From an optimization exercise on the open Yosys and OpenROAD flow, aimed at small area; shortcuts taken in it are not production practice.
At most, simulation tests tie the RTL to the original design; equivalence was not proved.
Only the layout flow was run in runs 1 to 4; the RTL was not checked for function there.
Power is estimated from default activity; no workload was simulated.

## flow/design.v

```verilog
module jtag_pdi_sniffer (
    input  wire       clk,
    input  wire       rst,         
    input  wire       smp_valid,   
    input  wire       tms,
    input  wire       tdi,
    input  wire       tdo,
    output wire       out_valid,
    output wire [7:0] out_data,
    output reg        pdi_err
);
    localparam [3:0] S_RESET      = 4'hF,
                     S_IDLE       = 4'hC,
                     S_SELECT_DR  = 4'h7,
                     S_CAPTURE_DR = 4'h6,
                     S_SHIFT_DR   = 4'h2,
                     S_EXIT1_DR   = 4'h1,
                     S_PAUSE_DR   = 4'h3,
                     S_EXIT2_DR   = 4'h0,
                     S_UPDATE_DR  = 4'h5,
                     S_SELECT_IR  = 4'h4,
                     S_CAPTURE_IR = 4'hE,
                     S_SHIFT_IR   = 4'hA,
                     S_EXIT1_IR   = 4'h9,
                     S_PAUSE_IR   = 4'hB,
                     S_EXIT2_IR   = 4'h8,
                     S_UPDATE_IR  = 4'hD;
    localparam [1:0] K_END  = 2'd0,    
                     K_NEXT = 2'd1,    
                     K_REP  = 2'd2,    
                     K_CAP  = 2'd3;    
    reg [3:0] tap;
    reg       ir_rst;      
    reg [3:0] irs;
    reg [31:0] dri;
    reg [9:0]  dro;        
    reg [3:0] tap_next;
    always @(*) begin
        case (tap)
            S_RESET:      tap_next = tms ? S_RESET     : S_IDLE;
            S_IDLE:       tap_next = tms ? S_SELECT_DR : S_IDLE;
            S_SELECT_DR:  tap_next = tms ? S_SELECT_IR : S_CAPTURE_DR;
            S_CAPTURE_DR: tap_next = tms ? S_EXIT1_DR  : S_SHIFT_DR;
            S_SHIFT_DR:   tap_next = tms ? S_EXIT1_DR  : S_SHIFT_DR;
            S_EXIT1_DR:   tap_next = tms ? S_UPDATE_DR : S_PAUSE_DR;
            S_PAUSE_DR:   tap_next = tms ? S_EXIT2_DR  : S_PAUSE_DR;
            S_EXIT2_DR:   tap_next = tms ? S_UPDATE_DR : S_SHIFT_DR;
            S_UPDATE_DR:  tap_next = tms ? S_SELECT_DR : S_IDLE;
            S_SELECT_IR:  tap_next = tms ? S_RESET     : S_CAPTURE_IR;
            S_CAPTURE_IR: tap_next = tms ? S_EXIT1_IR  : S_SHIFT_IR;
            S_SHIFT_IR:   tap_next = tms ? S_EXIT1_IR  : S_SHIFT_IR;
            S_EXIT1_IR:   tap_next = tms ? S_UPDATE_IR : S_PAUSE_IR;
            S_PAUSE_IR:   tap_next = tms ? S_EXIT2_IR  : S_PAUSE_IR;
            S_EXIT2_IR:   tap_next = tms ? S_UPDATE_IR : S_SHIFT_IR;
            default:      tap_next = tms ? S_SELECT_DR : S_IDLE;  
        endcase
    end
    always @(posedge clk) begin
        if (rst) begin
            tap    <= S_RESET;
            ir_rst <= 1'b1;
            irs    <= 4'h0;
            dri    <= 32'h0;
            dro    <= 10'h0;
        end else if (smp_valid) begin
            tap <= tap_next;
            if (tap == S_RESET)     ir_rst <= 1'b1;
            if (tap == S_UPDATE_IR) ir_rst <= 1'b0;
            if (tap == S_SHIFT_IR)  irs <= {tdi, irs[3:1]};
            if (tap == S_SHIFT_DR) begin
                dri <= {tdi, dri[31:1]};
                dro <= {tdo, dro[9:1]};
            end
        end
    end
    wire is_id  = ir_rst | (irs == 4'h3);
    wire is_pdi = !ir_rst && (irs == 4'h7);
    wire commit = smp_valid && (tap == S_UPDATE_DR) && (is_id || is_pdi);
    reg [6:1] e;
    always @(posedge clk) begin
        if (rst) e <= 6'd0;
        else     e <= {e[5:1], commit};
    end
    reg        idle;
    reg        dir;        
    reg [1:0]  kind;
    reg [1:0]  m;          
    reg [1:0]  arg;        
    reg        dir2;       
    reg [31:0] rep;
    reg [23:0] acc;
    wire       wr    = idle | dir;
    wire [8:0] frame = wr ? dri[30:22] : dro[8:0];
    wire       bad   = ^frame;
    wire [7:0] b     = frame[7:0];
    wire       upd   = e[2] & is_pdi;
    wire       data  = upd & !bad & !idle;
    wire       last  = (m == 2'd0);
    reg [32:0] rz;         
    integer k;
    always @(*) begin
        rz[0] = 1'b1;
        for (k = 0; k < 32; k = k + 1) rz[k+1] = rz[k] & !rep[k];
    end
    wire rep_clr = rst | (upd & bad & !idle & (kind == K_REP));
    wire rep_dec = data & last & (kind == K_REP) & !rz[32];
    wire rep_ld  = data & last & (kind == K_CAP);
    always @(posedge clk) begin
        if (rep_clr)     rep <= 32'd0;
        else if (rep_ld) rep <= {acc, b};
        else             rep <= rep ^ ({32{rep_dec}} & rz[31:0]);
    end
    always @(posedge clk) begin
        if (upd) acc <= idle ? 24'd0 : {acc[15:0], b};
    end
    always @(posedge clk) begin
        if (rst) begin
            idle <= 1'b1;
        end else if (upd) begin
            if (bad) begin
                idle <= 1'b1;
            end else if (idle) begin
                arg  <= b[1:0];
                dir2 <= b[5];
                case (b[7:4])
                    4'h0: begin idle <= 1'b0; dir <= 1'b1; kind <= K_NEXT; m <= b[3:2]; end  
                    4'h1: begin idle <= 1'b0; dir <= 1'b0; kind <= K_REP;  m <= b[1:0]; end  
                    4'h2: begin idle <= 1'b0; dir <= 1'b1; kind <= K_NEXT; m <= b[3:2]; end  
                    4'h3: begin idle <= 1'b0; dir <= 1'b1; kind <= K_REP;  m <= b[1:0]; end  
                    4'h5: begin idle <= 1'b0; dir <= 1'b1; kind <= K_CAP;  m <= b[1:0]; end  
                    4'h6: begin idle <= 1'b0; dir <= 1'b1; kind <= K_END;  m <= 2'd0;   end  
                    4'h7: begin idle <= 1'b0; dir <= 1'b1; kind <= K_NEXT; m <= 2'd3; arg <= 2'd3; end  
                    4'hF: ;
                    default: begin idle <= 1'b0; dir <= 1'b0; kind <= K_END; m <= 2'd0; end
                endcase
            end else if (!last) begin
                m <= m - 2'd1;
            end else begin
                case (kind)
                    K_NEXT: begin kind <= K_END; dir <= dir2; m <= arg; end
                    K_REP:  if (!rz[32]) m <= arg; else idle <= 1'b1;
                    default: idle <= 1'b1;
                endcase
            end
        end
    end
    wire pdi_ok = !idle && !bad;    
    assign out_valid = (e[1] & (is_id | pdi_ok)) | (e[2] & !is_id & pdi_ok) |
                       ((e[3] | e[4] | e[5] | e[6]) & is_id);
    always @(*) pdi_err = e[1] & !is_id & bad;
    assign out_data = ({8{e[1]}} & {7'b0001000, !is_id}) |
                      ({8{e[2]}} & b) |
                      ({8{e[3]}} & dri[31:24]) |
                      ({8{e[4]}} & dri[23:16]) |
                      ({8{e[5]}} & dri[15:8]) |
                      ({8{e[6]}} & dri[7:0]);
endmodule
```

## flow/constraint.sdc

```tcl
create_clock -name core_clock -period 10.0 [get_ports {clk}]
set_input_delay 2.0000 -clock core_clock [delete_from_list [all_inputs] [get_ports {clk}]]
set_output_delay 2.0000 -clock core_clock [all_outputs]
set_load 0.01 [all_outputs]
```

## flow/config.mk

```make
export PLATFORM = sky130hd
export DESIGN_NAME = jtag_pdi_sniffer
export DESIGN_NICKNAME = jtag_pdi_sniffer
export VERILOG_FILES = /design/flow/design.v
export SDC_FILE = /design/flow/constraint.sdc
export NUM_CORES = 4
export LEC_CHECK = 0
export ABC_AREA = 1
export CAP_MARGIN = 20
export CORE_MARGIN = 2
export CORE_UTILIZATION = 40
export CTS_BUF_LIST = sky130_fd_sc_hd__clkbuf_4
export CTS_CLUSTER_DIAMETER = 100
export CTS_CLUSTER_SIZE = 40
export SLEW_MARGIN = 20
```

## flow/run.sh

```bash
#!/bin/bash
# synth_recipe.tcl (not shown) runs the flow's synth.tcl, then flattens the netlist and writes it again
# the make line also repeats each setting of config.mk as NAME=value (left out here)
make -C /OpenROAD-flow-scripts/flow DESIGN_CONFIG=/design/flow/config.mk WORK_HOME=/design/flow/orfs CLKGATE_MAP_FILE= SYNTH_SCRIPT=/design/flow/synth_recipe.tcl finish
```

==> run notes, run 1 <==
* Maxcap violations at 0
* Pwr Density at 128 mW/mm^2
* Wire per inst at 13.6 microns
* Synth Area in Simple Gates at 26.2%
* Data required time at the worst endpoint at 8.00 ns
* Post-CTS Resized at 0
* Cts hold-fix bufs at 0
* Routed WL at 13700 microns
* Crit path cell chain: buf_4 -> nor2_4 -> o21ai_0 -> ha_1 -> xor2_1 -> nand3_1 -> nand2_1 -> inv_1 -> nand3_2 -> nand2_2 -> inv_4 -> nand2_1 -> a32oi_1 -> clkdlybuf4s50_1
* Syn avg cell area at 7.43 sq um
* Yosys warnings at 1
* Post-synthesis mux area share at 0%
* Post-Synth XOR/XNOR Area at 0.290%
* Arrival time at the worst endpoint at 4.07 ns
* Postcts setup bufs at 0
* CTS tree: yes
* Core area at 0.0146 sq mm
* Post-synth net total at 831
* CTS Buf Count at 17
* Share of cells above drive strength 1 at 6.31%
* CP Capture Type: output pin
* # DRC at 0
* Worst path slowest cell: clkdlybuf4s50_1
* Combinational share of power at 3.3%
* Status: no timing/DRC/antenna violations
* Yosys cell types at 49
* Slew HR at 33.2%
* Post-synthesis register bit count at 122
* Non-filler cells, final at 1009
* Mapped cell area at 0.00605 sq mm
* DRT antenna net count at 0
* Fin crit period at 6.07 ns
* Peak supply drop at 0.0787 mV
* Largest net degree at the start of global routing at 64
* Top cell by count, worst path: nand2_1
* GPL Wtd Cong at 0.871
* Gr ovfl total at 0
* Cell Area, Placed at 0.00625 sq mm
* Slew @ Worst Pin at 1.00 ns
* Clk pwr share at 35.7%
* Number of global-route vias before repair at 4694
* Cell Int Power at 0.000636 W
* Filler Cells Inserted at 1564
* Crit path launch type: register
* Compound-Gate Fraction of Synth Area at 15.6%
* Critical path depth at 14
* Setup TNS at 0 ns
* Main combinational cell family by area after synthesis: simple AND/OR/NAND/NOR gates
* Num rows at 44
* EDFF count, synth at 32
* Drt first pass iters at 5
* IO Port Bufs at 15
* Routed vias at 5197
* Worst Hold Depth at 2
* Root buf cell: clkbuf_4
* Endpoints failing setup at 0
* Adder-cell area share of the yosys netlist at 2.28%
* Crit Path Category: reg -> out
* Ys flop type: dfxtp_1
* Depth of the worst register-to-register path at 16
* Pleak at 2.75 nW
* I/O Pins at 16
* Design Area, Final at 0.00648 sq mm
* Starting Density at 41.3%
* Post-synthesis sequential area ratio at 45.7%
* CTS Buffer Depth at 2
* Total track usage at 17.8%
* Layout Area Growth over Synthesis at 7.07%
* Drt via density at 5.15
* Asr flop ratio synth at 0%
* Reg area at 0.00276 sq mm
* Post-DP HPWL at 9550 microns
* Footprint of the multi-input gates at 0.00268 sq mm
* Slew Viols, Final at 0
* Hold Path Class: reg -> reg
* Final layout net count at 829
* Die area at 0.0161 sq mm
* Sequential Power Share at 61.0%
* RSZ-0062 raised after global routing: no
* CTS H-Tree Depth at 4
* Tot Pwr at 0.000832 W
* Clock skew at 0.0145 ns
* Max stage delay on crit path at 0.58 ns
* Clk pin slew, worst setup/hold paths at 0.10 ns
* Sink Count at 122
* Buffer and inverter count on the worst path at 4
* Net Sw Power at 0.000196 W
* Delay-heaviest family, CP: buffers and inverters
* Final worst-path cycle share at 60.7%
* First-pass GRT wire length at 23000 microns
* Placed cell count at 977
* Max Freq at 165 MHz
* Die H at 127 microns
* Sw frac at 23.5%
* Worst skew pair latency at 0.52 ns
* Die width at 127 microns
* Mapped Cells at 814
* First DRT Iteration DRCs at 446
* Antenna violations before repair at 1
* CP Max Fanout at 27
* Hold violation count in the final report at 0
[logic make-up after synthesis]
kind of cell / Yosys count
buffers and inverters: 142
xor gates and xnor gates: 2
AOI/OAI and AO/OA: 170
and+or+nand+nor: 367
DFF: 122
adders and majority gates: 11
[registers in the layout (all words and copies together), names as in the netlist]
signal	cells
acc	24
arg	2
dir	1
dir2	1
dri	32
dro	10
e	6
idle	1
ir_rst	1
irs	4
kind	2
m	2
rep	32
tap	4
[final timing paths]
kind / from / to / slack, ns
max: idle / out_valid / 3.93
max reg2reg: idle / rep[1] / 5.88
min: irs[0] / irs[0] / 0.47
min reg2reg: irs[0] / irs[0] / 0.47
[power groups by stage]
stage / Sequential (W) / Combinational (W) / Clock, W
2_1_floorplan: 0.000518 / 0.0000211 / 0
3_3_place_gp: 0.000519 / 0.0000281 / 0
3_5_place_dp: 0.000519 / 0.0000279 / 0
4_1_cts: 0.000507 / 0.0000280 / 0.000308
5_1_grt: 0.000508 / 0.0000321 / 0.000328
6_report: 0.000507 / 0.0000278 / 0.000297
[cell type report]
| type | count | share of cell area [%] |
|---|---|---|
| sequential | 122 | 42.7 |
| multi-input combinational | 550 | 41.4 |
| inverter | 102 | 6.07 |
| tap | 184 | 3.55 |
| timing repair buffer | 19 | 2.78 |
| clock buffer | 19 | 2.20 |
| clock inverter | 12 | 1.29 |
| antenna | 1 | 0.0386 |
[worst min-delay path, stage by stage, from the launching register on]
cell and delay, ns:
dfxtp_1 0.31, inv_1 0.06, a21oi_1 0.06
[Yosys cell counts, types with 2 or more instances]
cell type / instances / share of area (%)
a21oi_1: 43 / 3.6
a221oi_1: 7 / 1.0
a22o_1: 3 / 0.43
buf_2: 9 / 0.74
buf_4: 3 / 0.37
buf_6: 5 / 0.93
clkbuf_1: 22 / 1.4
dfxtp_1: 90 / 30
edfxtp_1: 32 / 16
ha_1: 11 / 2.3
inv_1: 97 / 6.0
inv_2: 2 / 0.12
nand2_1: 130 / 8.1
nand2_2: 6 / 0.62
nand3_1: 42 / 3.5
nand3_2: 2 / 0.33
nand3b_1: 6 / 0.74
nand4_1: 13 / 1.3
nor2_1: 144 / 8.9
nor2_4: 2 / 0.37
nor3_1: 13 / 1.1
o211ai_1: 3 / 0.37
o21ai_0: 82 / 6.8
o21ai_1: 17 / 1.4
o221ai_1: 2 / 0.29
o22ai_1: 2 / 0.21
or2_2: 4 / 0.41
[routing by layer]
| layer | up-vias | track usage [%] | wire, microns |
|---|---|---|---|
| met4 | 0 | 5.69 | 142 |
| met3 | 9 | 4.60 | 582 |
| met1 | 2417 | 24.4 | 6720 |
| li1 | 2685 | - | - |
| met5 | - | 0 | 0 |
| met2 | 86 | 27.7 | 6300 |
[stage by stage]
| step | hold WS (ns) | utilization, % | setup WS [ns] |
|---|---|---|---|
| 2_1_floorplan | 0.430 | - | 5.64 |
| 3_3_place_gp | 0.453 | 42.7 | 4.69 |
| 3_5_place_dp | 0.456 | 42.7 | 4.52 |
| 4_1_cts | 0.472 | 44.2 | 3.89 |
| 5_1_grt | 0.493 | 44.2 | 3.54 |
| 6_report | 0.468 | 44.2 | 3.93 |
[cell usage in the layout, fill, tap and decap left out, types with 3 or more instances in the layout]
master and n:
nor2_1 144, nand2_1 130, inv_1 97, dfxtp_1 90, o21ai_0 82, a21oi_1 43, nand3_1 42, edfxtp_1 32
clkbuf_4 19, o21ai_1 17, clkdlybuf4s50_1 15, nand4_1 13, nor3_1 13, ha_1 11, a221oi_1 7, nand2_2 6
nand3b_1 6, clkinv_1 6, or2_2 4, clkinv_2 4, buf_4 4, a22o_1 3, o211ai_1 3
==> run 2, diff against run 1 <==
--- a/flow/config.mk
+++ b/flow/config.mk
@@ -9,7 +9,4 @@
 export CAP_MARGIN = 20
 export CORE_MARGIN = 2
 export CORE_UTILIZATION = 40
-export CTS_BUF_LIST = sky130_fd_sc_hd__clkbuf_4
-export CTS_CLUSTER_DIAMETER = 100
-export CTS_CLUSTER_SIZE = 40
 export SLEW_MARGIN = 20
==> run 2 against run 1 <==
Against the previous run: still clean; global-route usage grew 0.27 points; sequential power is essentially flat; power grew 33%; maximum frequency grew 2.2%; highest routed layer unchanged.
==> run notes, run 2 <==
* Worst skew pair latency at 0.42 ns (was 0.52 ns)
* Crit Path Category: reg -> out (unchanged)
* Die width at 127 microns (unchanged)
* Sink Count at 122 (unchanged)
* First-pass GRT wire length at 23300 microns (was 23000 microns)
* Gr ovfl total at 0 (unchanged)
* N_diodes at 0 (was 1)
* Routed vias at 5218 (was 5197)
* Syn avg cell area at 7.43 sq um (unchanged)
* Top post-synthesis cells by area: dfxtp_1, edfxtp_1, nor2_1 (unchanged)
* EDFF count, synth at 32 (unchanged)
* RSZ-0062 raised after global routing: no (unchanged)
* Postcts setup bufs at 0 (unchanged)
* Slew @ Worst Pin at 0.983 ns (was 1.00 ns)
* Drt via density at 5.18 (was 5.15)
* DRT antenna net count at 0 (unchanged)
* Die area at 0.0161 sq mm (unchanged)
* Core area at 0.0146 sq mm (unchanged)
* Post-synth net total at 831 (unchanged)
* R2r startpoint: idle (unchanged)
* Arrival time at the worst endpoint at 3.95 ns (was 4.07 ns)
* Pwr Density at 163 mW/mm^2 (was 128 mW/mm^2)
* Commonest non-fill, non-tap cells in the layout: nor2_1, nand2_1, inv_1, dfxtp_1, o21ai_0 (unchanged)
* Post-synthesis sequential area ratio at 45.7% (unchanged)
* Top flop regs: dri: 32 flops, rep: 32 flops, acc: 24 flops (unchanged)
* Clk pin slew, worst setup/hold paths at 0.05 ns (was 0.10 ns)
* Antenna violations before repair at 0 (was 1)
* Root buf cell: clkbuf_16 (was clkbuf_4)
* Fin crit period at 5.95 ns (was 6.07 ns)
* Status: no timing/DRC/antenna violations (unchanged)
* Drt first pass iters at 5 (unchanged)
* Commonest non-fill, non-tap cell in the layout: nor2_1 (unchanged)
* Yosys top cell by area: dfxtp_1 (unchanged)
* Asr flop ratio synth at 0% (unchanged)
* CTS H-Tree Depth at 4 (unchanged)
* # DRC at 0 (unchanged)
* CTS tree: yes (unchanged)
* Yosys cell types at 49 (unchanged)
* Design Area, Final at 0.00681 sq mm (was 0.00648 sq mm)
* Setup slack, reg-to-reg at 5.87 ns (was 5.88 ns)
* Maxcap violations at 0 (unchanged)
* Cell Area, Placed at 0.00625 sq mm (unchanged)
* GPL Wtd Cong at 0.871 (unchanged)
* First DRT Iteration DRCs at 396 (was 446)
* Post-CTS Resized at 0 (unchanged)
* Num rows at 44 (unchanged)
* Largest net degree at the start of global routing at 64 (unchanged)
* Post-synthesis register bit count at 122 (unchanged)
* Hold Path Class: reg -> reg (unchanged)
* Peak supply drop at 0.118 mV (was 0.0787 mV)
* Total track usage at 18.1% (was 17.8%)
* Crit path launch type: register (unchanged)
* Wire per inst at 13.9 microns (was 13.6 microns)
* Die H at 127 microns (unchanged)
* CP startpoint: idle (unchanged)
* Cts hold-fix bufs at 0 (unchanged)
* CTS Buffer Depth at 2 (unchanged)
* IO Port Bufs at 15 (unchanged)
* Worst Setup EP: out_valid (unchanged)
* Synth top area share at 29.8% (unchanged)
* Hold violation count in the final report at 0 (unchanged)
* Depth of the worst register-to-register path at 16 (unchanged)
* Clock skew at 0.0138 ns (was 0.0145 ns)
* Max Freq at 168 MHz (was 165 MHz)
* CTS Buf Count at 17 (unchanged)
* Pleak at 2.90 nW (was 2.75 nW)
* Routed WL at 14000 microns (was 13700 microns)
* Yosys warnings at 1 (unchanged)
* Post-DP HPWL at 9550 microns (unchanged)
* Number of global-route vias before repair at 4752 (was 4694)
* Final worst-path cycle share at 59.5% (was 60.7%)
* Starting Density at 41.3% (unchanged)
* Most frequent cell after synthesis: nor2_1 (unchanged)
* Endpoints failing setup at 0 (unchanged)
* I/O Pins at 16 (unchanged)
* Mapped Cells at 814 (unchanged)
* Ys flop type: dfxtp_1 (unchanged)
* Share of cells above drive strength 1 at 6.67% (was 6.31%)
* Layout Area Growth over Synthesis at 12.6% (was 7.07%)
* Slew HR at 34.4% (was 33.2%)
* Slew Viols, Final at 0 (unchanged)
* Setup TNS at 0 ns (unchanged)
* Top cells by count, synth: nor2_1, nand2_1, inv_1, dfxtp_1, o21ai_0 (unchanged)
* Mapped cell area at 0.00605 sq mm (unchanged)
* CP Capture Type: output pin (unchanged)
* Reg2Reg Capture Point: rep[1] (unchanged)
* CP Max Fanout at 27 (unchanged)
* Final layout net count at 829 (unchanged)
* Data required time at the worst endpoint at 8.00 ns (about the same)
[run 2: power by group]
part | leakage [nW] | switching (W) | internal (W) | total, W
Sequential | 1.02 | 0.00000213 | 0.000506 | 0.000508
Clock | 0.276 | 0.000213 | 0.000361 | 0.000574
Combinational | 1.61 | 0.0000179 | 0.00000986 | 0.0000277
[run 2: kinds of logic (layout without fill, tap and decap cells)]
group,count (synthesis),in the layout,share of synthesized area (%)
simple gates,367,367,26.2
compound gates,170,170,15.6
buf+inv,142,152,9.99
flops,122,122,45.7
fa+ha+maj,11,11,2.28
xor+xnor,2,2,0.290
[run 2: final cells by class]
class | instances | area [sq um]
multi-input cells | 550 | 2680
inverters | 102 | 393
fillers | 1511 | 7840
flip-flops and latches | 122 | 2760
clock inverters | 6 | 35.0
repair buffers | 19 | 180
clock buffers | 25 | 527
well taps | 184 | 230
[run 2: worst min path at each step]
stage / start / end / slack (ns) / cells past startpoint
floorplan: irs[0] / irs[0] / 0.43 / 2
global placement: irs[0] / irs[0] / 0.45 / 2
detailed placement: irs[0] / irs[0] / 0.46 / 2
CTS: irs[0] / irs[0] / 0.46 / 2
global route: rep[6] / rep[6] / 0.49 / 2
finish: irs[0] / irs[0] / 0.46 / 2
[run 2: per-layer routing]
layer  track usage (%)  vias up  wire, microns  share of wire [%]
li1                  -     2672              -                  -
met1              24.5     2433           6810                 49
met2              28.4       98           6390                 46
met3              4.34       15            588                4.2
met4              6.46        0            223                1.6
met5                 0        -              0                  0
[run 2: through the flow]
| step | power (W) | setup WS (ns) | util [%] | hold WS, ns | instances |
|---|---|---|---|---|---|
| floorplan | 0.000539 | 5.64 | - | 0.430 | 814 |
| global placement | 0.000547 | 4.69 | 42.7 | 0.453 | 977 |
| detailed placement | 0.000546 | 4.52 | 42.7 | 0.456 | 977 |
| CTS | 0.00112 | 4.05 | 46.5 | 0.464 | 1008 |
| global route | 0.00114 | 3.71 | 46.5 | 0.485 | 1008 |
| finish | 0.00111 | 4.05 | 46.5 | 0.460 | 1008 |
[run 2: critical path: stages (launching register included)]
cell,delay (ns)
dfxtp_1,0.55
buf_4,0.37
nor2_4,0.13
o21ai_0,0.55
ha_1,0.37
xor2_1,0.18
nand3_1,0.10
nand2_1,0.10
inv_1,0.06
nand3_2,0.09
nand2_2,0.09
inv_4,0.11
nand2_1,0.07
a32oi_1,0.19
clkdlybuf4s50_1,0.57
==> run 3, diff against run 2 <==
--- a/flow/design.v
+++ b/flow/design.v
@@ -113,34 +113,36 @@
     always @(posedge clk) begin
         if (upd) acc <= idle ? 24'd0 : {acc[15:0], b};
     end
+    wire [3:0] op = b[7:4];
     always @(posedge clk) begin
-        if (rst) begin
+        if (rst)
             idle <= 1'b1;
-        end else if (upd) begin
-            if (bad) begin
-                idle <= 1'b1;
-            end else if (idle) begin
-                arg  <= b[1:0];
+        else if (upd)
+            idle <= bad | (idle ? (op == 4'hF)
+                                : last & (kind != K_NEXT) & ((kind != K_REP) | rz[32]));
+    end
+    always @(posedge clk) begin
+        if (upd) begin
+            if (idle) begin
+                arg  <= (op == 4'h7) ? 2'd3 : b[1:0];
                 dir2 <= b[5];
-                case (b[7:4])
-                    4'h0: begin idle <= 1'b0; dir <= 1'b1; kind <= K_NEXT; m <= b[3:2]; end  
-                    4'h1: begin idle <= 1'b0; dir <= 1'b0; kind <= K_REP;  m <= b[1:0]; end  
-                    4'h2: begin idle <= 1'b0; dir <= 1'b1; kind <= K_NEXT; m <= b[3:2]; end  
-                    4'h3: begin idle <= 1'b0; dir <= 1'b1; kind <= K_REP;  m <= b[1:0]; end  
-                    4'h5: begin idle <= 1'b0; dir <= 1'b1; kind <= K_CAP;  m <= b[1:0]; end  
-                    4'h6: begin idle <= 1'b0; dir <= 1'b1; kind <= K_END;  m <= 2'd0;   end  
-                    4'h7: begin idle <= 1'b0; dir <= 1'b1; kind <= K_NEXT; m <= 2'd3; arg <= 2'd3; end  
-                    4'hF: ;
-                    default: begin idle <= 1'b0; dir <= 1'b0; kind <= K_END; m <= 2'd0; end
+                case (op)
+                    4'h0, 4'h2: begin dir <= 1'b1; kind <= K_NEXT; m <= b[3:2]; end  
+                    4'h7:       begin dir <= 1'b1; kind <= K_NEXT; m <= 2'd3;   end  
+                    4'h1:       begin dir <= 1'b0; kind <= K_REP;  m <= b[1:0]; end  
+                    4'h3:       begin dir <= 1'b1; kind <= K_REP;  m <= b[1:0]; end  
+                    4'h5:       begin dir <= 1'b1; kind <= K_CAP;  m <= b[1:0]; end  
+                    4'h6:       begin dir <= 1'b1; kind <= K_END;  m <= 2'd0;   end  
+                    default:    begin dir <= 1'b0; kind <= K_END;  m <= 2'd0;   end
                 endcase
             end else if (!last) begin
                 m <= m - 2'd1;
+            end else if (kind == K_NEXT) begin
+                kind <= K_END;
+                dir  <= dir2;
+                m    <= arg;
             end else begin
-                case (kind)
-                    K_NEXT: begin kind <= K_END; dir <= dir2; m <= arg; end
-                    K_REP:  if (!rz[32]) m <= arg; else idle <= 1'b1;
-                    default: idle <= 1'b1;
-                endcase
+                m <= arg;
             end
         end
     end
--- a/flow/config.mk
+++ b/flow/config.mk
@@ -9,4 +9,7 @@
 export CAP_MARGIN = 20
 export CORE_MARGIN = 2
 export CORE_UTILIZATION = 40
+export CTS_BUF_LIST = sky130_fd_sc_hd__clkbuf_4
+export CTS_CLUSTER_DIAMETER = 100
+export CTS_CLUSTER_SIZE = 40
 export SLEW_MARGIN = 20
==> run 3 against run 2 <==
Against the previous run: clock skew is 0.0029 ns higher; register-to-register slack improved by 0.29 ns; cell count is 3.1% lower; flip-flop and latch count is the same; first-iteration DRC count is 29% lower; critical path depth unchanged; core utilization decreased by 1.9 points; via count decreased by 3.5%; die area decreased by 2.2%; non-clock buffer count is 2 higher; largest cell class unchanged; largest power group is now registers.
==> run notes, run 3 <==
* Status: no timing/DRC/antenna violations (unchanged)
* IO Port Bufs at 15 (unchanged)
* Starting Density at 40.8% (was 41.3%)
* Top cells by count, synth: nor2_1, nand2_1, dfxtp_1, inv_1, o21ai_0 (was nor2_1, nand2_1, inv_1, dfxtp_1, o21ai_0)
* Die area at 0.0158 sq mm (was 0.0161 sq mm)
* Worst Hold Depth at 2 (unchanged)
* Fin crit period at 6.18 ns (was 5.95 ns)
* Worst skew pair latency at 0.54 ns (was 0.42 ns)
* Top post-synthesis cells by area: dfxtp_1, edfxtp_1, nor2_1 (unchanged)
* EDFF count, synth at 32 (unchanged)
* Routed WL at 13400 microns (was 14000 microns)
* Final layout net count at 794 (was 829)
* Crit path launch type: register (unchanged)
* Asr flop ratio synth at 0% (unchanged)
* Post-synthesis register bit count at 122 (unchanged)
* Largest net degree at the start of global routing at 59 (was 64)
* Setup slack, reg-to-reg at 6.16 ns (was 5.87 ns)
* Depth of the worst register-to-register path at 15 (was 16)
* Reg2Reg Capture Point: rep[15] (was rep[1])
* Routed vias at 5035 (was 5218)
* Endpoints failing setup at 0 (unchanged)
* Max Freq at 162 MHz (was 168 MHz)
* Non-filler cells, final at 977 (was 1008)
* Clock skew at 0.0167 ns (was 0.0138 ns)
* Pwr Density at 142 mW/mm^2 (was 163 mW/mm^2)
* Pleak at 2.92 nW (was 2.90 nW)
* Filler Cells Inserted at 1483 (was 1511)
* Placement-stage worst setup slack at 4.44 ns (was 4.52 ns)
* Post-DP HPWL at 9290 microns (was 9550 microns)
* Maxcap violations at 0 (unchanged)
* GPL Wtd Cong at 0.879 (was 0.871)
* Final worst setup slack at 3.82 ns (was 4.05 ns)
* Clk pin slew, worst setup/hold paths at 0.11 ns (was 0.05 ns)
* Core area at 0.0145 sq mm (was 0.0146 sq mm)
* Min-delay src: rep[19] (was irs[0])
* Total track usage at 17.6% (was 18.1%)
* Yosys warnings at 1 (unchanged)
* Post-CTS Resized at 0 (unchanged)
* Hold Path End: rep[19] (was irs[0])
* Number of global-route vias before repair at 4795 (was 4752)
* Post-synth net total at 790 (was 831)
* Yosys top cell by area: dfxtp_1 (unchanged)
* Commonest non-fill, non-tap cells in the layout: nor2_1, nand2_1, dfxtp_1, inv_1, o21ai_0 (was nor2_1, nand2_1, inv_1, dfxtp_1, o21ai_0)
* Slew Viols, Final at 0 (unchanged)
* Synth top area share at 30.5% (was 29.8%)
* N_diodes at 0 (unchanged)
* Slew @ Worst Pin at 1.09 ns (was 0.983 ns)
* CP Capture Type: output pin (unchanged)
* Layout Area Growth over Synthesis at 9.12% (was 12.6%)
* Wire per inst at 13.8 microns (was 13.9 microns)
* Post-synthesis sequential area ratio at 46.7% (was 45.7%)
* First-pass GRT wire length at 22700 microns (was 23300 microns)
* Arrival time at the worst endpoint at 4.18 ns (was 3.95 ns)
* First DRT Iteration DRCs at 283 (was 396)
* CTS Buffer Depth at 2 (unchanged)
* Most frequent cell after synthesis: nor2_1 (unchanged)
* Sink Count at 122 (unchanged)
* Commonest non-fill, non-tap cell in the layout: nor2_1 (unchanged)
* Crit Path Category: reg -> out (unchanged)
* Final worst-path cycle share at 61.8% (was 59.5%)
* RSZ-0062 raised after global routing: no (unchanged)
* Antenna violations before repair at 0 (unchanged)
* Ys flop type: dfxtp_1 (unchanged)
* Gr ovfl total at 0 (unchanged)
* Postcts setup bufs at 0 (unchanged)
* Die width at 126 microns (was 127 microns)
* Data required time at the worst endpoint at 8.00 ns (about the same)
* Drt via density at 5.15 (was 5.18)
* Syn avg cell area at 7.62 sq um (was 7.43 sq um)
* Setup TNS at 0 ns (unchanged)
* Root buf cell: clkbuf_4 (was clkbuf_16)
* Min Hold Slack at 0.473 ns (was 0.460 ns)
* Hold Path Class: reg -> reg (unchanged)
* CTS tree: yes (unchanged)
* DRT antenna net count at 0 (unchanged)
* Peak supply drop at 0.121 mV (was 0.118 mV)
* # DRC at 0 (unchanged)
* Top flop regs: dri: 32 flops, rep: 32 flops, acc: 24 flops (unchanged)
* Drt first pass iters at 5 (unchanged)
* Share of cells above drive strength 1 at 9.21% (was 6.67%)
* CP startpoint: idle (unchanged)
* I/O Pins at 16 (unchanged)
* Cts hold-fix bufs at 0 (unchanged)
* CP Max Fanout at 18 (was 27)
* Yosys cell types at 43 (was 49)
* Mapped cell area at 0.00591 sq mm (was 0.00605 sq mm)
* Placed cell count at 944 (was 977)
* Die H at 126 microns (was 127 microns)
* CTS Buf Count at 17 (unchanged)
* Slew HR at 27.3% (was 34.4%)
* Hold violation count in the final report at 0 (unchanged)
* Num rows at 44 (unchanged)
* CTS H-Tree Depth at 4 (unchanged)
* R2r startpoint: idle (unchanged)
* Mapped Cells at 776 (was 814)
-- run 3: metrics by stage --
stage	cell area [sq um]	total power (W)	util [%]
floorplan	5910	0.000538	-
finish	6450	0.000917	44.6
detailed placement	6130	0.000546	42.3
global placement	6130	0.000545	42.3
CTS	6430	0.000925	44.4
global route	6450	0.000949	44.6
-- run 3: area by class of cell --
class,count,area (sq um),share of cell area (%)
flip-flops and latches,122,2760,42.8
multi-input cells,530,2610,40.4
inverters,88,335,5.20
well taps,184,230,3.57
repair buffers,21,208,3.22
clock inverters,15,179,2.77
clock buffers,17,128,1.98
-- run 3: worst max path at each step --
stage / to / slack (ns) / cells past startpoint
2_1_floorplan: out_valid / 5.65 / 15
3_3_place_gp: out_valid / 4.59 / 14
3_5_place_dp: out_valid / 4.44 / 14
4_1_cts: out_valid / 3.78 / 14
5_1_grt: out_valid / 3.36 / 14
6_report: out_valid / 3.82 / 14
-- run 3: where the power goes --
part / internal [W] / switching (W)
clock network: 0.000194 / 0.000189
logic: 0.00000890 / 0.0000171
registers: 0.000506 / 0.00000268
-- run 3: critical path, stage by stage (launching register included) --
cell,delay (ns)
dfxtp_1,0.69
buf_4,0.37
nor2_4,0.12
o21ai_0,0.52
ha_1,0.36
xnor2_1,0.20
nand3_1,0.09
nand2_1,0.10
inv_1,0.06
nand3_2,0.09
nand2_2,0.10
nor2_4,0.13
o211ai_1,0.09
o21ai_0,0.12
clkdlybuf4s50_1,0.60
-- run 3: per-layer routing --
layer  vias up  routed length [microns]  GRT usage [%]
li1       2567                        -              -
met1      2352                     6240           22.0
met2        94                     6460           29.5
met3        22                      494           4.75
met4         0                      252           5.69
met5         -                        0              0
-- run 3: cells by family (layout without fill, tap and decap cells) --
kind of cell    Yosys count  in the layout  share of synthesized area [%]
flops                   122            122                           46.7
simple gates            364            364                           27.5
compound gates          156            156                           14.6
buf+inv                 124            141                           9.18
xor+xnor                  2              2                          0.296
fa+ha+maj                 8              8                           1.69
==> run 4, diff against run 3 <==
==> flow/flow/run.sh (new file) <==
#!/bin/bash
# Standard layout, with two changes: clock tree synthesis without dummy
# loads (and clkbuf_4 buffers), and plain buf_1 cells as the port buffers.
set -euo pipefail
export CTS_ARGS="-sink_clustering_enable -repair_clock_nets -buf_list sky130_fd_sc_hd__clkbuf_4 -sink_clustering_size 40 -sink_clustering_max_diameter 100 -dont_use_dummy_load"
export BUFFER_PORTS_ARGS="-buffer_cell sky130_fd_sc_hd__buf_1"
bash standard.sh > standard.log 2>&1
==> flow/standard.sh (new file) <==
#!/bin/bash
# synth_recipe.tcl (not shown) runs the flow's synth.tcl, then flattens the netlist and writes it again
# the make line also repeats each setting of config.mk as NAME=value (left out here)
make -C /OpenROAD-flow-scripts/flow DESIGN_CONFIG=/design/flow/config.mk WORK_HOME=/design/flow/orfs CLKGATE_MAP_FILE= SYNTH_SCRIPT=/design/flow/synth_recipe.tcl "${@:-finish}"
--- a/flow/config.mk
+++ b/flow/config.mk
@@ -5,7 +5,7 @@
 export SDC_FILE = /design/flow/constraint.sdc
 export NUM_CORES = 4
 export LEC_CHECK = 0
-export ABC_AREA = 1
+export ABC_AREA = 0
 export CAP_MARGIN = 20
 export CORE_MARGIN = 2
 export CORE_UTILIZATION = 40
removed: flow/run.sh
==> run 4 against run 3 <==
Against the previous run: still clean; clock power down 39%; sequential power about the same; synthesized area down 4.1%; critical path depth down 5; clock-buffer cell count unchanged; flip-flop and latch count unchanged; highest routed layer unchanged.
==> run notes, run 4 <==
* Yosys warnings at 1 (unchanged)
* Crit path launch type: register (unchanged)
* Buffer and inverter count on the worst path at 1 (was 3)
* RSZ-0062 raised after global routing: no (unchanged)
* Die width at 123 microns (was 126 microns)
* # DRC at 0 (unchanged)
* Syn avg cell area at 9.01 sq um (was 7.62 sq um)
* R2r startpoint: dir (was idle)
* Worst Setup EP: out_valid (unchanged)
* Share of cells above drive strength 1 at 7.12% (was 9.21%)
* CTS Buf Count at 17 (unchanged)
* Max Freq at 186 MHz (was 162 MHz)
* I/O Pins at 16 (unchanged)
* Cts hold-fix bufs at 0 (unchanged)
* Total track usage at 18.0% (was 17.6%)
* CP Max Fanout at 19 (was 18)
* Crit Path Category: reg -> out (unchanged)
* Pleak at 2.02 nW (was 2.92 nW)
* CTS tree: yes (unchanged)
* Top cells by count, synth: nand2_1, dfxtp_1, a21oi_1, o21ai_0, nor2_1 (was nor2_1, nand2_1, dfxtp_1, inv_1, o21ai_0)
* Post-CTS Resized at 0 (unchanged)
* Slew HR at 53.7% (was 27.3%)
* Status: no timing/DRC/antenna violations (unchanged)
* Critical path depth at 9 (was 14)
* Most frequent cell after synthesis: nand2_1 (was nor2_1)
* Pwr Density at 128 mW/mm^2 (was 142 mW/mm^2)
* EDFF count, synth at 32 (unchanged)
* Asr flop ratio synth at 0% (unchanged)
* First DRT Iteration DRCs at 436 (was 283)
* CTS Buffer Depth at 2 (unchanged)
* Antenna violations before repair at 0 (unchanged)
* Drt first pass iters at 6 (was 5)
* Routed WL at 12900 microns (was 13400 microns)
* Wire per inst at 15.9 microns (was 13.8 microns)
* Arrival time at the worst endpoint at 3.38 ns (was 4.18 ns)
* Clock skew at 0.0399 ns (was 0.0167 ns)
* Min Hold Slack at 0.464 ns (was 0.473 ns)
* Delay-heaviest family, CP: XOR/XNOR gates (was buffers and inverters)
* IO Port Bufs at 15 (unchanged)
* Die H at 123 microns (was 126 microns)
* Hold violation count in the final report at 0 (unchanged)
* Top post-synthesis cells by area: dfxtp_1, edfxtp_1, nand2_1 (was dfxtp_1, edfxtp_1, nor2_1)
* GPL Wtd Cong at 0.844 (was 0.879)
* Post-DP HPWL at 8700 microns (was 9290 microns)
* Ys flop type: dfxtp_1 (unchanged)
* Mapped Cells at 629 (was 776)
* Worst path slowest cell: xnor2_4 (was dfxtp_1)
* Reg2Reg Capture Point: rep[24] (was rep[15])
* Peak supply drop at 0.0847 mV (was 0.121 mV)
* Yosys cell types at 61 (was 43)
* Fin crit period at 5.38 ns (was 6.18 ns)
* Maxcap violations at 0 (unchanged)
* DRT antenna net count at 0 (unchanged)
* Top flop regs: dri: 32 flops, rep: 32 flops, acc: 24 flops (unchanged)
* CP Capture Type: output pin (unchanged)
* Layout Area Growth over Synthesis at 5.89% (was 9.12%)
* Filler Cells Inserted at 1366 (was 1483)
* Core area at 0.0139 sq mm (was 0.0145 sq mm)
* Worst skew pair latency at 0.51 ns (was 0.54 ns)
* Hold Path Class: reg -> reg (unchanged)
* Setup slack, reg-to-reg at 6.37 ns (was 6.16 ns)
* Final worst-path cycle share at 53.8% (was 61.8%)
* Fin util at 43.2% (was 44.6%)
* Commonest non-fill, non-tap cell in the layout: nand2_1 (was nor2_1)
* N_diodes at 0 (unchanged)
* Postcts setup bufs at 0 (unchanged)
* Number of global-route vias before repair at 4171 (was 4795)
* Die area at 0.0151 sq mm (was 0.0158 sq mm)
* Post-synthesis sequential area ratio at 48.7% (was 46.7%)
* Depth of the worst register-to-register path at 11 (was 15)
* Data required time at the worst endpoint at 8.00 ns (about the same)
* Post-synth net total at 643 (was 790)
* Synth top area share at 31.8% (was 30.5%)
* Max stage delay on crit path at 0.49 ns (was 0.69 ns)
* Routed vias at 4519 (was 5035)
* Clk pin slew, worst setup/hold paths at 0.09 ns (was 0.11 ns)
* Sink Count at 122 (unchanged)
* Final layout net count at 648 (was 794)
* Root buf cell: clkbuf_4 (unchanged)
* First-pass GRT wire length at 21000 microns (was 22700 microns)
* Gr ovfl total at 0 (unchanged)
* Starting Density at 40.8% (about the same)
* Num rows at 43 (was 44)
* Slew Viols, Final at 0 (unchanged)
* Yosys top cell by area: dfxtp_1 (unchanged)
* Slew @ Worst Pin at 0.676 ns (was 1.09 ns)
* Drt via density at 5.57 (was 5.15)
* CP startpoint: dir (was idle)
* CTS H-Tree Depth at 4 (unchanged)
* Crit path cell chain: nor2_8 -> mux2i_1 -> ha_1 -> xor2_1 -> xnor2_2 -> xnor2_4 -> o211ai_1 -> a21oi_1 -> buf_1 (was buf_4 -> nor2_4 -> o21ai_0 -> ha_1 -> xnor2_1 -> nand3_1 -> nand2_1 -> inv_1 -> nand3_2 -> nand2_2 -> nor2_4 -> o211ai_1 -> o21ai_0 -> clkdlybuf4s50_1)
* Endpoints failing setup at 0 (unchanged)
* Setup TNS at 0 ns (unchanged)
* Largest net degree at the start of global routing at 57 (was 59)
* Commonest non-fill, non-tap cells in the layout: nand2_1, dfxtp_1, a21oi_1, o21ai_0, nor2_1 (was nor2_1, nand2_1, dfxtp_1, inv_1, o21ai_0)
* Mapped cell area at 0.00567 sq mm (was 0.00591 sq mm)
* Post-synthesis register bit count at 122 (unchanged)
## run 4: worst min path at each step
stage	from	endpoint	slack (ns)	depth (start not counted)
after CTS	dri[2]	dri[1]	0.46	2
after global placement	dri[0]	dri[0]	0.44	2
after detailed placement	dro[9]	dro[8]	0.45	2
final	dro[9]	dro[8]	0.46	2
after global routing	dri[2]	dri[1]	0.49	2
after floorplan	dro[9]	dro[8]	0.43	2
## run 4: worst reg2reg max path: cells and delay by family, from the launching register on
| family | cells | cell delay [ns] |
|---|---|---|
| muxes | 1 | 0.46 |
| buffers and inverters | 1 | 0.32 |
| AOI/OAI and AO/OA | 2 | 0.28 |
| DFF | 1 | 0.46 |
| xor gates and xnor gates | 3 | 0.85 |
| and+or+nand+nor | 3 | 0.85 |
| adders and majority gates | 1 | 0.33 |
## run 4: kinds of logic (layout without fill, tap and decap cells)
group	Yosys count	in the layout	synth area share (%)
simple gates	243	243	21.5
compound gates	166	166	17.1
flops	122	122	48.7
buf+inv	46	49	3.13
xor+xnor	31	31	5.25
mux	13	13	2.52
fa+ha+maj	8	8	1.77
## run 4: report_power, final
part	switching, W	internal (W)	leakage, nW
Combinational	0.0000155	0.00000778	0.936
Sequential	0.00000442	0.000505	1.01
Clock	0.000155	0.0000776	0.0782
## run 4: per-layer routing
| layer | share of wire [%] | routed length (microns) | GRT usage (%) |
|---|---|---|---|
| met5 | 0 | 0 | 0 |
| met3 | 3.9 | 500 | 5.03 |
| met1 | 47 | 6030 | 23.9 |
| met2 | 47 | 6150 | 28.2 |
| met4 | 2.1 | 273 | 5.97 |
## run 4: layout make-up
type / count / area (sq um) / share of cell area (%)
clock buffers: 17 / 128 / 2.13
inverters: 10 / 37.5 / 0.625
flip-flops and latches: 122 / 2760 / 46.0
multi-input cells: 461 / 2740 / 45.6
well taps: 180 / 225 / 3.75
repair buffers: 22 / 110 / 1.83
## run 4: metrics by stage
stage                     area, sq um  power, W  setup WS (ns)  std cells
final                            6000  0.000765           4.62        812
after detailed placement         5870  0.000545           5.13        795
after floorplan                  5670  0.000538           5.50        629
after global placement           5870  0.000544           5.22        795
after CTS                        6000  0.000774           4.56        812
after global routing             6000  0.000800           4.33        812
==> run 5, diff against run 4 <==
--- a/flow/design.v
+++ b/flow/design.v
@@ -96,19 +96,23 @@
     wire       upd   = e[2] & is_pdi;
     wire       data  = upd & !bad & !idle;
     wire       last  = (m == 2'd0);
-    reg [32:0] rz;         
+    reg        repz;
+    wire       rep_step = data & last & (kind == K_REP);
+    wire       rep_ld   = data & last & (kind == K_CAP);
+    reg [32:0] rz;
     integer k;
     always @(*) begin
-        rz[0] = 1'b1;
+        rz[0] = rep_step & !repz;
         for (k = 0; k < 32; k = k + 1) rz[k+1] = rz[k] & !rep[k];
     end
-    wire rep_clr = rst | (upd & bad & !idle & (kind == K_REP));
-    wire rep_dec = data & last & (kind == K_REP) & !rz[32];
-    wire rep_ld  = data & last & (kind == K_CAP);
+    wire rep_zero = repz | rz[32];
     always @(posedge clk) begin
-        if (rep_clr)     rep <= 32'd0;
-        else if (rep_ld) rep <= {acc, b};
-        else             rep <= rep ^ ({32{rep_dec}} & rz[31:0]);
+        if (rep_ld) rep <= {acc, b};
+        else        rep <= rep ^ rz[31:0];
+    end
+    always @(posedge clk) begin
+        if (rst | (upd & bad & !idle & (kind == K_REP)) | rz[32]) repz <= 1'b1;
+        else if (rep_ld)                                           repz <= 1'b0;
     end
     always @(posedge clk) begin
         if (upd) acc <= idle ? 24'd0 : {acc[15:0], b};
@@ -119,7 +123,7 @@
             idle <= 1'b1;
         else if (upd)
             idle <= bad | (idle ? (op == 4'hF)
-                                : last & (kind != K_NEXT) & ((kind != K_REP) | rz[32]));
+                                : last & (kind != K_NEXT) & ((kind != K_REP) | rep_zero));
     end
     always @(posedge clk) begin
         if (upd) begin
--- a/flow/config.mk
+++ b/flow/config.mk
@@ -5,7 +5,7 @@
 export SDC_FILE = /design/flow/constraint.sdc
 export NUM_CORES = 4
 export LEC_CHECK = 0
-export ABC_AREA = 0
+export ABC_AREA = 1
 export CAP_MARGIN = 20
 export CORE_MARGIN = 2
 export CORE_UTILIZATION = 40
==> run 5 against run 4 <==
Against the previous run: still clean on timing, DRC and antenna; clock skew is 0.0058 ns lower; non-clock buffer count is 3 lower; synthesized cell count is 22% higher; clock-buffer cell count stayed put; critical path depth is 39 higher; register-to-register slack worse by 5.2 ns; first-iteration DRC count is 25% lower; cell count is 18% higher; core utilization is 0.26 points lower; sequential power hardly changed; die area is 5.0% higher; highest routed layer unchanged.
==> run notes, run 5 <==
* Status: no timing/DRC/antenna violations (unchanged)
* Routed WL at 12500 microns (was 12900 microns)
* Pleak at 3.22 nW (was 2.02 nW)
* Arrival time at the worst endpoint at 9.21 ns (was 3.38 ns)
* Worst path slowest cell: dfxtp_1 (was xnor2_4)
* Drt via density at 4.86 (was 5.57)
* IO Port Bufs at 15 (unchanged)
* EDFF count, synth at 32 (unchanged)
* Most frequent cell after synthesis: nand2_1 (unchanged)
* Num rows at 44 (was 43)
* # DRC at 0 (unchanged)
* Ys flop type: dfxtp_1 (unchanged)
* Footprint of the multi-input gates at 0.00253 sq mm (was 0.00274 sq mm)
* Die width at 126 microns (was 123 microns)
* Worst Hold Depth at 2 (unchanged)
* Compound-Gate Fraction of Synth Area at 11.0% (was 17.1%)
* CP Capture Type: register (was output pin)
* Antenna violations before repair at 1 (was 0)
* CTS H-Tree Depth at 4 (unchanged)
* Postcts setup bufs at 0 (unchanged)
* GR Util met3 at 4.12% (was 5.03%)
* Yosys cell types at 30 (was 61)
* DRT antenna net count at 0 (unchanged)
* Mapped cell area at 0.00596 sq mm (was 0.00567 sq mm)
* CTS tree: yes (unchanged)
* Layout Area Growth over Synthesis at 4.83% (was 5.89%)
* Mapped Cells at 767 (was 629)
* Post-synth net total at 812 (was 643)
* Slew HR at 31.4% (was 53.7%)
* Fin util at 43.0% (was 43.2%)
* Starting Density at 41.0% (was 40.8%)
* Depth of the worst register-to-register path at 48 (was 11)
* Adder-cell area share of the yosys netlist at 8.19% (was 1.77%)
* Crit Path Category: reg -> reg (was reg -> out)
* Non-filler cells, final at 955 (was 812)
* Share of cells above drive strength 1 at 4.94% (was 7.12%)
* Post-synthesis sequential area ratio at 46.7% (was 48.7%)
* Commonest non-fill, non-tap cell in the layout: nand2_1 (unchanged)
* Final worst-path cycle share at 88.1% (was 53.8%)
* First DRT Iteration DRCs at 326 (was 436)
* Drt first pass iters at 5 (was 6)
* Yosys top cell by area: dfxtp_1 (unchanged)
* Crit path launch type: register (unchanged)
* RSZ-0062 raised after global routing: no (unchanged)
* Filler Cells Inserted at 1497 (was 1366)
* Peak supply drop at 0.0841 mV (was 0.0847 mV)
* Top flop regs: dri: 32 flops, rep: 32 flops, acc: 24 flops (unchanged)
* Worst skew pair latency at 0.53 ns (was 0.51 ns)
* Hold Path Class: reg -> reg (unchanged)
* Setup slack, reg-to-reg at 1.19 ns (was 6.37 ns)
* Setup TNS at 0 ns (unchanged)
* Wire per inst at 13.1 microns (was 15.9 microns)
* Main combinational cell family by area after synthesis: simple AND/OR/NAND/NOR gates (unchanged)
* Commonest non-fill, non-tap cells in the layout: nand2_1, inv_1, nor2_1, dfxtp_1, o21ai_0 (was nand2_1, dfxtp_1, a21oi_1, o21ai_0, nor2_1)
* Post-CTS Resized at 0 (unchanged)
* Reg2Reg Capture Point: repz (was rep[24])
* Cts hold-fix bufs at 0 (unchanged)
* Number of global-route vias before repair at 4427 (was 4171)
* Top cell by count, worst path: ha_1
* Post-Synth XOR/XNOR Area at 0% (was 5.25%)
* Gr ovfl total at 0 (unchanged)
* Synth Area in Simple Gates at 23.1% (was 21.5%)
* Post-synthesis register bit count at 123 (was 122)
* Endpoints failing setup at 0 (unchanged)
* Total track usage at 16.7% (was 18.0%)
* Fin crit period at 8.81 ns (was 5.38 ns)
* Maxcap violations at 0 (unchanged)
* Max Freq at 114 MHz (was 186 MHz)
* Data required time at the worst endpoint at 10.40 ns (was 8.00 ns)
* Final layout net count at 817 (was 648)
* Clock skew at 0.0341 ns (was 0.0399 ns)
* Synth top area share at 30.6% (was 31.8%)
* Placed cell count at 937 (was 795)
* Sink Count at 123 (was 122)
* Yosys warnings at 1 (unchanged)
* Buffer and inverter count on the worst path at 1 (unchanged)
* Slew Viols, Final at 0 (unchanged)
* R2r startpoint: idle (was dir)
* Top post-synthesis cells by area: dfxtp_1, edfxtp_1, nand2_1 (unchanged)
* Delay-heaviest family, CP: adder cells (was XOR/XNOR gates)
* CP Max Fanout at 17 (was 19)
* Critical path depth at 48 (was 9)
* Met1 Track Usage GR at 21.9% (was 23.9%)
* Pwr Density at 123 mW/mm^2 (was 128 mW/mm^2)
* Post-DP HPWL at 8580 microns (was 8700 microns)
* Core area at 0.0145 sq mm (was 0.0139 sq mm)
* Post-synthesis mux area share at 0% (was 2.52%)
* GPL Wtd Cong at 0.893 (was 0.844)
* Die area at 0.0159 sq mm (was 0.0151 sq mm)
* Root buf cell: clkbuf_4 (unchanged)
* Top cells by count, synth: nand2_1, inv_1, nor2_1, dfxtp_1, o21ai_0 (was nand2_1, dfxtp_1, a21oi_1, o21ai_0, nor2_1)
* Syn avg cell area at 7.77 sq um (was 9.01 sq um)
* CTS Buf Count at 17 (unchanged)
* Largest net degree at the start of global routing at 52 (was 57)
* Asr flop ratio synth at 0% (unchanged)
* Clk pin slew, worst setup/hold paths at 0.11 ns (was 0.09 ns)
* Worst Setup EP: repz (was out_valid)
* I/O Pins at 16 (unchanged)
* Met2 global-route usage at 26.8% (was 28.2%)
* Max stage delay on crit path at 0.64 ns (was 0.49 ns)
* CTS Buffer Depth at 2 (unchanged)
* Reg area at 0.00278 sq mm (was 0.00276 sq mm)
* Most Crowded Layer GR: met2 (unchanged)
* Die H at 126 microns (was 123 microns)
* Hold violation count in the final report at 0 (unchanged)
* CP startpoint: idle (was dir)
* Slew @ Worst Pin at 1.03 ns (was 0.676 ns)
* Routed vias at 4642 (was 4519)
* First-pass GRT wire length at 21200 microns (was 21000 microns)
-- run 5: cell count changes after synthesis, moves of 31 or more --
cell and delta:
nand3_1 +40, ha_1 +31, a21oi_1 -47, nor2_1 +64
inv_1 +117, nand2_1 +42
-- run 5: cell families (layout without fill, tap and decap cells) --
| kind of cell | Yosys count | count (layout) |
|---|---|---|
| compound gates | 118 | 118 |
| simple gates | 325 | 325 |
| other cells | 0 | 1 |
| flops | 123 | 123 |
| fa+ha+maj | 39 | 39 |
| buf+inv | 162 | 165 |
-- run 5: layout make-up --
| type | count | area share [%] |
|---|---|---|
| Tap cell | 184 | 3.69 |
| Clock buffer | 17 | 2.04 |
| Antenna cell | 1 | 0.0401 |
| Inverter | 129 | 7.79 |
| Sequential cell | 123 | 44.6 |
| Multi-Input combinational cell | 482 | 40.5 |
| Timing Repair Buffer | 19 | 1.38 |
-- run 5: where the power goes --
part | internal (W) | switching (W) | total [W]
clock | 0.0000775 | 0.000155 | 0.000233
combinational | 0.00000625 | 0.0000131 | 0.0000193
sequential | 0.000510 | 0.00000354 | 0.000513
total | 0.000593 | 0.000172 | 0.000765
-- run 5: worst min path at each step --
stage | endpoint | slack [ns] | from
after CTS | repz | 0.45 | repz
after floorplan | repz | 0.41 | repz
final | repz | 0.45 | repz
after global routing | repz | 0.49 | repz
after global placement | repz | 0.43 | repz
after detailed placement | repz | 0.43 | repz
-- run 5: through the flow --
stage               setup slack (ns)  area [sq um]  hold slack, ns  total power (W)
global placement                1.47          6120           0.428         0.000544
detailed placement              1.23          6120           0.432         0.000544
global route                   0.563          6250           0.491         0.000796
CTS                             1.17          6240           0.451         0.000774
finish                          1.19          6250           0.452         0.000765
floorplan                       1.95          5960           0.411         0.000538
-- run 5: worst register-to-register path: cells and delay by family, from the launching register on --
| family | cells | cell delay [ns] |
|---|---|---|
| buffers and inverters | 1 | 0.06 |
| and+or+nand+nor | 12 | 1.20 |
| DFF | 1 | 0.64 |
| adders and majority gates | 33 | 6.16 |
| AOI/OAI and AO/OA | 2 | 0.65 |
-- run 5: per-layer routing --
layer / vias to the layer above / part of all wire (%)
li1: 2442 / -
met1: 2105 / 48
met2: 84 / 46
met3: 11 / 4.6
met4: 0 / 1.3
met5: - / 0
==> run 6, diff against run 5 <==
--- a/flow/config.mk
+++ b/flow/config.mk
@@ -5,7 +5,7 @@
 export SDC_FILE = /design/flow/constraint.sdc
 export NUM_CORES = 4
 export LEC_CHECK = 0
-export ABC_AREA = 1
+export ABC_AREA = 0
 export CAP_MARGIN = 20
 export CORE_MARGIN = 2
 export CORE_UTILIZATION = 40
==> run 6 against run 5 <==
Against the previous run: global-route usage decreased by 0.93 points; largest power group unchanged; maximum frequency decreased by 3.5%; still clean on timing, DRC and antenna; synthesized area decreased by 6.2%; clock power decreased by 2%; sequential power about the same; synthesized cell count decreased by 24%.
==> run notes, run 6 <==
* Sink Count at 123 (unchanged)
* Top cells by count, synth: nand2_1, dfxtp_1, inv_1, a21oi_1 (was nand2_1, inv_1, nor2_1, dfxtp_1, o21ai_0)
* Endpoints failing setup at 0 (unchanged)
* Yosys top cell by area: dfxtp_1 (unchanged)
* Hold Path End: dro[8] (was repz)
* Worst Hold Depth at 2 (unchanged)
* Starting Density at 40.6% (was 41.0%)
* Crit path launch type: register (unchanged)
* Hold violation count in the final report at 0 (unchanged)
* Total track usage at 15.8% (was 16.7%)
* Worst skew pair latency at 0.52 ns (was 0.53 ns)
* Slew @ Worst Pin at 0.878 ns (was 1.03 ns)
* CP Capture Type: register (unchanged)
* GPL Wtd Cong at 0.813 (was 0.893)
* Post-CTS Resized at 0 (unchanged)
* Delay-heaviest family, CP: adder cells (unchanged)
* R2r startpoint: dir (was idle)
* Final layout net count at 641 (was 817)
* Crit Path Category: reg -> reg (unchanged)
* Postcts setup bufs at 0 (unchanged)
* RSZ-0062 raised after global routing: no (unchanged)
* Yosys cell types at 50 (was 30)
* Hold Path Class: reg -> reg (unchanged)
* Pwr Density at 129 mW/mm^2 (was 123 mW/mm^2)
* First-pass GRT wire length at 18500 microns (was 21200 microns)
* Buffer and inverter count on the worst path at 1 (unchanged)
* Number of global-route vias before repair at 3935 (was 4427)
* Core area at 0.0138 sq mm (was 0.0145 sq mm)
* Syn avg cell area at 9.54 sq um (was 7.77 sq um)
* Wire per inst at 14.1 microns (was 13.1 microns)
* Mapped cell area at 0.00559 sq mm (was 0.00596 sq mm)
* Net Sw Power at 0.000166 W (was 0.000172 W)
* Top cell by count, worst path: ha_1 (unchanged)
* Min Hold Slack at 0.448 ns (was 0.452 ns)
* Cts hold-fix bufs at 0 (unchanged)
* Die H at 122 microns (was 126 microns)
* N_diodes at 0 (was 1)
* Worst path slowest cell: edfxtp_1 (was dfxtp_1)
* Setup TNS at 0 ns (unchanged)
* # DRC at 0 (unchanged)
* IO Port Bufs at 15 (unchanged)
* Max stage delay on crit path at 0.46 ns (was 0.64 ns)
* Commonest non-fill, non-tap cells in the layout: nand2_1, dfxtp_1, inv_1, a21oi_1 (was nand2_1, inv_1, nor2_1, dfxtp_1, o21ai_0)
* CTS Buf Count at 17 (unchanged)
* Clk pwr share at 30.0% (was 30.4%)
* Antenna violations before repair at 0 (was 1)
* Routed WL at 10900 microns (was 12500 microns)
* Post-DP HPWL at 7410 microns (was 8580 microns)
* Gr ovfl total at 0 (unchanged)
* First DRT Iteration DRCs at 228 (was 326)
* Layout Area Growth over Synthesis at 5.77% (was 4.83%)
* Max Freq at 110 MHz (was 114 MHz)
* Drt via density at 5.08 (was 4.86)
* Slew Viols, Final at 0 (unchanged)
* Pleak at 2.88 nW (was 3.22 nW)
* Sw frac at 21.9% (was 22.5%)
* Depth of the worst register-to-register path at 46 (was 48)
* Num rows at 43 (was 44)
* CTS Buffer Depth at 2 (unchanged)
* Reg2Reg Capture Point: idle (was repz)
* Top flop regs: dri: 32 flops, rep: 32 flops, acc: 24 flops (unchanged)
* Status: no timing/DRC/antenna violations (unchanged)
* Sequential Power Share at 67.5% (was 67.0%)
* CP Max Fanout at 9 (was 17)
* DRT antenna net count at 0 (unchanged)
* Root buf cell: clkbuf_4 (unchanged)
* Peak supply drop at 0.0758 mV (was 0.0841 mV)
* Routed vias at 3931 (was 4642)
* Combinational share of power at 2.4% (was 2.5%)
* Yosys warnings at 1 (unchanged)
* Share of cells above drive strength 1 at 5.89% (was 4.94%)
* Top post-synthesis cells by area: dfxtp_1, edfxtp_1, ha_1 (was dfxtp_1, edfxtp_1, nand2_1)
* Min-delay src: dro[9] (was repz)
* Arrival time at the worst endpoint at 9.52 ns (was 9.21 ns)
* Post-synthesis register bit count at 123 (unchanged)
* Die width at 122 microns (was 126 microns)
* Clock skew at 0.0299 ns (was 0.0341 ns)
* Ys flop type: dfxtp_1 (unchanged)
* CTS H-Tree Depth at 4 (unchanged)
* Mapped Cells at 586 (was 767)
* EDFF count, synth at 32 (unchanged)
* Filler Cells Inserted at 1392 (was 1497)
* Post-synth net total at 631 (was 812)
* Most frequent cell after synthesis: nand2_1 (unchanged)
* Setup slack, reg-to-reg at 0.88 ns (was 1.19 ns)
* Maxcap violations at 0 (unchanged)
* Data required time at the worst endpoint at 10.40 ns (about the same)
* I/O Pins at 16 (unchanged)
* Die area at 0.0149 sq mm (was 0.0159 sq mm)
* Post-synthesis sequential area ratio at 49.8% (was 46.7%)
* Cell Int Power at 0.000594 W (was 0.000593 W)
* CTS tree: yes (unchanged)
* Fin crit period at 9.12 ns (was 8.81 ns)
* Drt first pass iters at 5 (unchanged)
* Slew HR at 41.0% (was 31.4%)
* Final worst-path cycle share at 91.2% (was 88.1%)
* Commonest non-fill, non-tap cell in the layout: nand2_1 (unchanged)
* Synth top area share at 32.6% (was 30.6%)
* Clk pin slew, worst setup/hold paths at 0.10 ns (was 0.11 ns)
* Asr flop ratio synth at 0% (unchanged)
* Largest net degree at the start of global routing at 62 (was 52)
run 6: cell types whose count changed in the layout (fill, tap and decap cells not counted), moves of 6 or more:
| cell | change |
|---|---|
| o22ai_1 | -7 |
| o21ai_0 | -53 |
| mux2i_1 | +41 |
| nor2b_1 | +8 |
| nand2_1 | -57 |
| inv_1 | -61 |
| nand3_1 | -47 |
| a21oi_1 | +27 |
| nor2_1 | -58 |
| a22o_1 | +6 |
run 6: how the worst max path moves through the flow:
stage                end  slack [ns]  depth (start not counted)  from
floorplan           idle        1.55                         46   dir
global placement    idle        0.99                         46   dir
detailed placement  idle        0.86                         46   dir
CTS                 idle        0.84                         46   dir
global route        idle        0.30                         46   dir
finish              idle        0.88                         46   dir
run 6: worst min-delay path, stage by stage (launching register included):
cell	delay, ns
dfxtp_1	0.32
nand2_1	0.05
a21oi_1	0.05
run 6: metrics by stage:
stage               worst slack [ns]  instances  cell area, sq um  total power [W]  utilization, %
floorplan                       1.55        586              5590         0.000539               -
global route                   0.297        774              5910         0.000795            42.9
detailed placement             0.863        757              5790         0.000543            42.0
CTS                            0.836        774              5910         0.000771            42.9
finish                         0.876        774              5910         0.000760            42.9
global placement               0.992        757              5790         0.000543            42.0
run 6: layout make-up:
cell class	count	area [sq um]	area share, %
tap	180	225	3.81
multi-input combinational	366	2420	40.9
timing repair buffer	22	110	1.86
clock buffer	17	128	2.16
inverter	66	248	4.19
sequential	123	2780	47.1
run 6: logic make-up after synthesis:
logic type                 after synthesis  share of synthesized area [%]
DFF                                    123                           49.8
AOI/OAI and AO/OA                      105                           11.5
adders and majority gates               39                           8.73
xor gates and xnor gates                 9                           1.54
muxes                                   45                           8.35
and+or+nand+nor                        168                           13.0
buffers and inverters                   97                           7.12
run 6: power by group through the flow:
stage | registers, W | logic (W) | clock network, W
after detailed placement | 0.000525 | 0.0000184 | 0
final | 0.000513 | 0.0000185 | 0.000228
after floorplan | 0.000523 | 0.0000160 | 0
after global routing | 0.000514 | 0.0000208 | 0.000260
after CTS | 0.000513 | 0.0000185 | 0.000239
after global placement | 0.000525 | 0.0000181 | 0
run 6: per-layer routing:
layer  part of all wire (%)  track usage [%]  vias to the layer above
met5                      0                0                        -
met4                    1.4             5.53                        0
met3                    3.8             4.88                       14
met2                     50             26.9                       69
met1                     45             18.8                     1873
li1                       -                -                     1975

==> port drivers added, routing unchanged <==
The flow's constraints put no driver on any port. The routed layouts listed below were extracted and timed again, unchanged, in two steps.
Step 1: set_driving_cell puts a clkbuf_16 on clk and a buf_2 on each other input, an assumption about the parent block.
Step 2 moves the port delays by t, midway between the first and last clock arrival at a register: inputs arrive t later, outputs are due t later. That takes back most of the time a late clock gives input paths.
Slacks: ideal ports / drivers / drivers and shift; pairs: ideal ports / drivers.
run | shift t [ns] | setup slack, ns | worst register clock-pin slew, ns | cell pins on the clock port's net
run 1 | 0.552 | 3.925 / 3.889 / 4.442 | 0.11 / 0.11 | 1
run 2 | 0.459 | 4.053 / 4.012 / 4.470 | 0.06 / 0.06 | 1
run 3 | 0.564 | 3.821 / 3.787 / 4.350 | 0.11 / 0.11 | 1
run 4 | 0.536 | 4.624 / 4.589 / 5.125 | 0.12 / 0.12 | 1
run 5 | 0.551 | 1.193 / 1.193 / 1.193 | 0.11 / 0.11 | 1
run 6 | 0.538 | 0.876 / 0.876 / 0.876 | 0.11 / 0.11 | 1
After both steps setup and hold are still met in every run listed.
